From an optimization exercise on the open Yosys and OpenROAD flow, aimed at small area, a short achievable clock period and few clock cycles per item; shortcuts taken in it are not production practice.
The RTL was checked by simulation tests, not by an equivalence proof against the original design.
No activity file was given, so power comes from the tool's default toggle rates.

===== flow/config.mk =====
export PLATFORM = sky130hd
export DESIGN_NAME = byte_stuffer_detector
export DESIGN_NICKNAME = byte_stuffer_detector
export VERILOG_FILES = /design/flow/design.v
export SDC_FILE = /design/flow/constraint.sdc
export NUM_CORES = 4
export LEC_CHECK = 0
export CAP_MARGIN = 20
export CORE_MARGIN = 2
export CORE_UTILIZATION = 40
export SLEW_MARGIN = 20

===== flow/constraint.sdc =====
create_clock -name core_clock -period 10.0 [get_ports {clk}]
set_input_delay 2.0000 -clock core_clock [delete_from_list [all_inputs] [get_ports {clk}]]
set_output_delay 2.0000 -clock core_clock [all_outputs]
set_load 0.01 [all_outputs]

===== flow/design.v =====
module byte_stuffer_detector (
    input  wire        clk,
    input  wire        rst,             
    input  wire        in_valid,
    input  wire [7:0]  in_byte,
    output wire        in_ready,
    output reg         frame_done,
    output reg         pkt_avail,
    output reg  [2:0]  evt,
    output reg         out_success,
    output reg  [31:0] out_field_id,
    output reg  [7:0]  out_param_count,
    output reg  [7:0]  out_data_type,
    output reg  [2:0]  out_err,
    input  wire [7:0]  out_idx,
    output wire [7:0]  out_byte
);
    localparam [7:0] DELIM     = 8'h12;
    localparam [7:0] ESC       = 8'hDB;
    localparam [7:0] ESC_DELIM = 8'hDE;
    localparam [7:0] ESC_ESC   = 8'hDD;
    localparam [7:0] FRAME_CAP = 8'd255;
    localparam [7:0] MIN_LEN   = 8'd21;
    localparam [7:0] MSG_TYPE  = 8'h31;
    localparam [7:0] TAG_U8    = 8'd98;
    localparam [7:0] TAG_U16   = 8'd100;
    localparam [7:0] TAG_U32   = 8'd102;
    localparam [7:0] TAG_F64   = 8'd107;
    localparam [2:0] EV_NONE     = 3'd0;
    localparam [2:0] EV_NOISE    = 3'd1;
    localparam [2:0] EV_START    = 3'd2;
    localparam [2:0] EV_RESYNC   = 3'd3;
    localparam [2:0] EV_APPEND   = 3'd4;
    localparam [2:0] EV_COMPLETE = 3'd5;
    localparam [2:0] EV_OVERFLOW = 3'd6;
    localparam [2:0] E_OK        = 3'd0;
    localparam [2:0] E_LENGTH    = 3'd2;
    localparam [2:0] E_MISMATCH  = 3'd3;
    localparam [2:0] E_MSGTYPE   = 3'd4;
    localparam [2:0] E_DTYPE     = 3'd5;
    localparam [2:0] E_TRUNCATED = 3'd6;
    localparam [2:0] S_IDLE    = 3'd0;
    localparam [2:0] S_RECV    = 3'd1;
    localparam [2:0] S_UNSTUFF = 3'd2;
    localparam [2:0] S_PARSE   = 3'd3;
    localparam [2:0] S_COPY    = 3'd4;
    reg  [2:0] state;
    reg  [7:0] flen;                  
    reg  [7:0] buf_mem [0:254];       
    reg  [7:0] rd_ptr;                
    reg  [7:0] wr_ptr;                
    reg  [7:0] llen;                  
    reg  [7:0] copy_idx;
    reg  [7:0] copy_len;              
    reg  [7:0] value [0:255];         
    integer i;
    assign in_ready = (state == S_IDLE) || (state == S_RECV);
    assign out_byte = value[out_idx];
    wire accept   = in_valid && in_ready;
    wire is_delim = (in_byte == DELIM);
    wire [7:0] cur_byte  = buf_mem[rd_ptr];
    wire [7:0] next_byte = buf_mem[rd_ptr + 8'd1];
    wire       scan_more = (rd_ptr < flen - 8'd1);
    wire       esc_pair  = (cur_byte == ESC) &&
                           ((next_byte == ESC_DELIM) || (next_byte == ESC_ESC));
    wire [7:0] scan_out  = (cur_byte == ESC && next_byte == ESC_DELIM) ? DELIM : cur_byte;
    wire [15:0] declared  = {buf_mem[1], buf_mem[0]};
    wire [7:0]  msg_type  = buf_mem[9];
    wire [31:0] field_id  = {buf_mem[13], buf_mem[12], buf_mem[11], buf_mem[10]};
    wire [7:0]  dtype     = buf_mem[14];
    wire [7:0]  count     = buf_mem[15];
    reg         tag_known;
    reg  [10:0] payload_size;
    always @(*) begin
        tag_known    = 1'b1;
        payload_size = 11'd0;
        case (dtype)
            TAG_U8:  payload_size = {3'd0, count};
            TAG_U16: payload_size = {2'd0, count, 1'b0};
            TAG_U32: payload_size = {1'd0, count, 2'b0};
            TAG_F64: payload_size = {count, 3'b0};
            default: tag_known = 1'b0;
        endcase
    end
    wire gate_len      = (llen >= MIN_LEN);
    wire gate_declared = (declared == ({8'd0, llen} - 16'd4));
    wire gate_msg      = (msg_type == MSG_TYPE);
    wire gate_bound    = ({4'd0, llen} >= (12'd16 + {1'b0, payload_size}));
    always @(posedge clk) begin
        frame_done <= 1'b0;
        pkt_avail  <= 1'b0;
        evt        <= EV_NONE;
        if (rst) begin
            state           <= S_IDLE;
            flen            <= 8'd0;
            rd_ptr          <= 8'd0;
            wr_ptr          <= 8'd0;
            llen            <= 8'd0;
            copy_idx        <= 8'd0;
            copy_len        <= 8'd0;
            out_success     <= 1'b0;
            out_field_id    <= 32'd0;
            out_param_count <= 8'd0;
            out_data_type   <= 8'd0;
            out_err         <= E_OK;
            for (i = 0; i < 256; i = i + 1)
                value[i] <= 8'd0;
        end else begin
            case (state)
            S_IDLE: begin
                if (accept) begin
                    if (is_delim) begin
                        buf_mem[0] <= in_byte;
                        flen       <= 8'd1;
                        state      <= S_RECV;
                        evt        <= EV_START;
                    end else begin
                        evt        <= EV_NOISE;
                    end
                end
            end
            S_RECV: begin
                if (accept) begin
                    if (flen == 8'd1 && is_delim) begin
                        evt   <= EV_RESYNC;
                    end else if (flen == FRAME_CAP) begin
                        flen  <= 8'd0;
                        state <= S_IDLE;
                        evt   <= EV_OVERFLOW;
                    end else if (!is_delim) begin
                        buf_mem[flen] <= in_byte;
                        flen          <= flen + 8'd1;
                        evt           <= EV_APPEND;
                    end else begin
                        buf_mem[flen] <= in_byte;
                        flen          <= flen + 8'd1;
                        evt           <= EV_COMPLETE;
                        rd_ptr        <= 8'd1;
                        wr_ptr        <= 8'd0;
                        state         <= S_UNSTUFF;
                    end
                end
            end
            S_UNSTUFF: begin
                if (scan_more) begin
                    buf_mem[wr_ptr] <= scan_out;
                    wr_ptr          <= wr_ptr + 8'd1;
                    rd_ptr          <= rd_ptr + (esc_pair ? 8'd2 : 8'd1);
                end else begin
                    buf_mem[wr_ptr] <= DELIM;            
                    llen            <= wr_ptr + 8'd1;
                    state           <= S_PARSE;
                end
            end
            S_PARSE: begin
                out_success     <= 1'b0;
                out_field_id    <= 32'd0;
                out_param_count <= 8'd0;
                out_data_type   <= 8'd0;
                for (i = 0; i < 256; i = i + 1)
                    value[i] <= 8'd0;
                copy_idx <= 8'd0;
                copy_len <= payload_size[7:0];
                flen     <= 8'd0;
                state    <= S_IDLE;
                if (!gate_len) begin
                    out_err <= E_LENGTH;
                end else if (!gate_declared) begin
                    out_err <= E_MISMATCH;
                end else if (!gate_msg) begin
                    out_err <= E_MSGTYPE;
                end else begin
                    out_field_id <= field_id;
                    if (!tag_known) begin
                        out_err <= E_DTYPE;
                    end else begin
                        out_data_type   <= dtype;
                        out_param_count <= count;
                        if (!gate_bound) begin
                            out_err <= E_TRUNCATED;
                        end else begin
                            out_err     <= E_OK;
                            out_success <= 1'b1;
                            if (payload_size != 11'd0)
                                state <= S_COPY;
                        end
                    end
                end
                if (!(gate_len && gate_declared && gate_msg && tag_known && gate_bound &&
                      payload_size != 11'd0)) begin
                    frame_done <= 1'b1;
                    pkt_avail  <= gate_len && gate_declared && gate_msg && tag_known &&
                                  gate_bound;
                end
            end
            S_COPY: begin
                value[copy_idx] <= buf_mem[copy_idx + 8'd16];
                copy_idx        <= copy_idx + 8'd1;
                if (copy_idx == copy_len - 8'd1) begin
                    state      <= S_IDLE;
                    frame_done <= 1'b1;
                    pkt_avail  <= 1'b1;
                end
            end
            default: state <= S_IDLE;
            endcase
        end
    end
endmodule

===== flow/run.sh =====
#!/bin/bash
# synth_recipe.tcl (not shown) runs the flow's synth.tcl, then flattens the netlist and writes it again
# the make line also repeats each setting of config.mk as NAME=value (left out here)
make -C /OpenROAD-flow-scripts/flow DESIGN_CONFIG=/design/flow/config.mk WORK_HOME=/design/flow/orfs CLKGATE_MAP_FILE= SYNTH_SCRIPT=/design/flow/synth_recipe.tcl finish

==> impl_results.md <==
- CP required: around 10000 ps
- Area contributors post-synth: edfxtp_1 60%, mux4_2 22%, nor2_1 4.5%, nand2_1 1.9%, dfxtp_1 1.1%
- Cells after Synth: 12910
- GP Congestion: 1.012
- Crit Path Class: flip-flop to flip-flop
- Worst hold slack: 455.1 ps
- Dpl ws: between 1500 and 2000 ps
- Initial antenna violation count: 63
- Commonest cells after routing, fill and taps aside: 4096 x edfxtp_1, 2450 x nor2_1, 1993 x mux4_2
- Final Hold Viols: 0
- Sequential share of the synthesized area: 0.6147
- Std-Cell Rows: 262
- Number of global-route vias before repair: 122200
- Largest net degree at the start of global routing: 181
- Crit end category: flip-flop
- Unique cell type count in the Yosys netlist: 84
- Final period util: 0.8320
- Final Power: 37.43 mW
- Placed cell count: 18970
- DR vias: 130000
- Min Tclk post-route: 8320 ps
- TNS Setup: 0 ps
- Hold path startpoint: out_success$_SDFFE_PP0P_
- Post-Syn Nets: 12960
- Max Freq: 0.1202 GHz
- Clk root buf: clkbuf_16
- IO Pins: 85
- Final Non-Filler Cells: 19810
- Most used DFF post-synth: edfxtp_1
- WL per Instance: 36.24 um
- DIE AREA: 515400 um2
- Core Box Area: slightly above 500000 um2
- Final Skew: 78.48 ps
- Setup Buffers After CTS: 0
- First-pass GRT wire length: 998100 um
- Die X-Extent: 717.9 um
- Max Cap Viol: 0
- Final slew viol count: 0
- H-tree Lvls: 5
- Rel. slew slack: 0.1118
- Bufs on Longest Clock Path: 4
- CTS tree: built
- Vias per cell: 6.560
- Worst ir drop on vdd: 0.1509 mV
- DRC violations left: 0
- Hold WC Path Type: flip-flop to flip-flop
- First drt pass iteration count: 8
- Clk sinks: 4212
- Worst Path Max Fanout: 144
- Yosys warning count: 1
- RSZ-0062 raised after global routing: false
- Insertion delay of the later-clocked pin in the worst-skew pair: 1070 ps
- Worst reg2reg path startpoint: rd_ptr[0]$_SDFFE_PP0P_
- Syn Area/Cell: 15.80 um2
- Share of layout cells above drive strength 1: 0.2360
- Post-Syn Area: 203900 um2
- Final WL: 718100 um
- Syn-to-layout area delta: 10.76%
- LEAKAGE: 70.43 nW
- Top-area cell type share of the netlist area: 0.6033
- Synth Register Bits: 4212
- CTS clk-pin slew, worst paths: 70 ps
- Most common cell after layout, fill and taps aside: edfxtp_1
- Actual slew at the worst max-slew pin: 1316 ps
- Initial core utilization: 0.4010
- Hold bufs inserted after CTS: 0
- Setup WS post-layout: between 1500 and 2000 ps
- I/O Buffers: 84
- Post-DP HPWL: 477600 um
- Total global-route track usage: 0.2718
- DIE HEIGHT: around 720 um
- Grt ovf: 0
- Cts bufs inserted: 428
- CP startpoint: rd_ptr[0]$_SDFFE_PP0P_
- Crit path DAT: 8800 ps
- Setup-failing EPs final: 0
- Final net count: 12720
- Post-route ant nets: 0
- Status: finished clean
- # fillers: 43900
- Pwr per Cell Area: 165.8 nW/um2
- EDFF count, synth: between 4000 and 5000
- Fraction of registers with async set/reset: 0
- Startpoint types: flip-flop
- DR iter-0 viols: 20670
- Dominant cell type by area after synthesis: edfxtp_1
- Post-CTS resize count: 0
-- sequential cells by signal (all words and copies together) (netlist names), named ones only --
name / cells
wr_ptr: 8
out_data_type: 8
rd_ptr: 8
out_success: 1
evt: 3
buf_mem: 2048
state: 3
out_field_id: 32
copy_len: 8
copy_idx: 8
llen: 8
out_param_count: 8
frame_done: 1
out_err: 3
flen: 8
pkt_avail: 1
value: 2048
-- cell type report --
class,instances,area (um2),share of cell area
antenna,58,145.1,0.0006427
clock buffer,530,11300,0.05003
clock inverter,256,2715,0.01202
inverter,102,384.1,0.001701
multi-input combinational,7553,73730,0.3265
sequential,4212,125400,0.5552
tap,6732,8423,0.03730
timing repair buffer,371,3761,0.01666
-- report_power, final --
part / total, mW / switching [mW] / leakage (nW) / internal (mW)
clock network: 16.4 / 7.17 / 6.82 / 9.21
registers: 19.8 / 0.166 / 40.5 / 19.6
logic: 1.26 / 0.768 / 23.1 / 0.493
-- logic make-up after synthesis --
family / count (synthesis) / share of synthesized area
flops: 4212 / 0.6147
simple gates: 4258 / 0.08705
fa+ha+maj: 36 / 0.002246
compound gates: 954 / 0.03309
buf+inv: 1141 / 0.02694
xor+xnor: 62 / 0.002884
mux: 2243 / 0.2331
-- layer usage --
metal	track usage	vias up	routed length, um
met3	0.08267	1719	94900
met2	0.3965	9931	316000
met1	0.3661	67390	261300
met5	0	-	162
met4	0.1460	26	45780
li1	-	50920	-
-- path summary, 6_finish.rpt --
kind | endpoint | slack (ps) | cells after the start
min | out_success$_SDFFE_PP0P_ | 460 | 2
min reg2reg | out_success$_SDFFE_PP0P_ | 460 | 2
max reg2reg | buf_mem[3][6]$_DFFE_PP_ | 1680 | 15
max | buf_mem[3][6]$_DFFE_PP_ | 1680 | 15
-- worst max-delay path: stages (launching register included) --
cell and delay (ps):
dfxtp_4 700, ha_4 570, buf_12 390, nand2b_1 710
buf_4 480, o32ai_1 270, o21ai_0 160, o22ai_1 340
a221oi_1 250, o2bb2ai_1 270, a211oi_1 990, o2111ai_1 290
nor4b_2 1070, o21ai_4 60, buf_4 400, buf_12 310
-- cells in the mapped netlist, types with 30 or more instances --
master    count
a31oi_1      53
edfxtp_1   4096
mux2_2       35
o21ai_0     189
a22oi_1      85
o22ai_1      65
buf_4       174
o32ai_1      49
nor3_1       49
a22o_1       61
nor2b_1      57
nand3_1     285
nand2_1    1033
ha_1         35
mux4_2     1993
nand3b_1     34
xnor2_1      33
dfxtp_1     116
clkbuf_1    389
a211oi_1     30
nand4_1      78
buf_1       131
a21oi_1      88
nand2b_1     58
inv_1        99
nor3b_1      34
nand4b_1     40
buf_2       324
o211ai_1     85
nor2_1     2469
mux2i_1     209
a311oi_1     48
-- through the flow --
stage,utilization,instance area [um2]
global placement,0.4162,211600
floorplan,-,203900
CTS,0.4438,225600
finish,0.4441,225800
detailed placement,0.4162,211600
global route,0.4439,225700
Testbench counts, summed over its fixed seeds: cycles 61,850, frames 320.

[re-timing with driven ports]
The results above use ideal ports. As a check the final layout listed here was re-extracted and re-timed, cells and wires unchanged. Step 1 assumes that a clkbuf_16 drives the clock port and a buf_2 every other input. Step 2 adds t to the input delays and takes it off the output delays; t is the mean of the earliest and latest rising clock arrival at the registers after step 1. Input paths then give back, and output paths get back, about the clock's delay inside the block. Slacks: ideal / step 1 / step 2; pairs: ideal / step 1.
shift t [ns]: 1.152
setup slack, ns: 1.680 / 1.680 / 1.680
worst setup path at the end: register to register
clock arrival spread, ns: 0.081 / 0.082
worst slew at a driven data input, ns: 0.42
After both steps this run still meets setup and hold. The setup slack of this run moves by 0.000 ns with the drivers and by 0.000 ns with both steps.
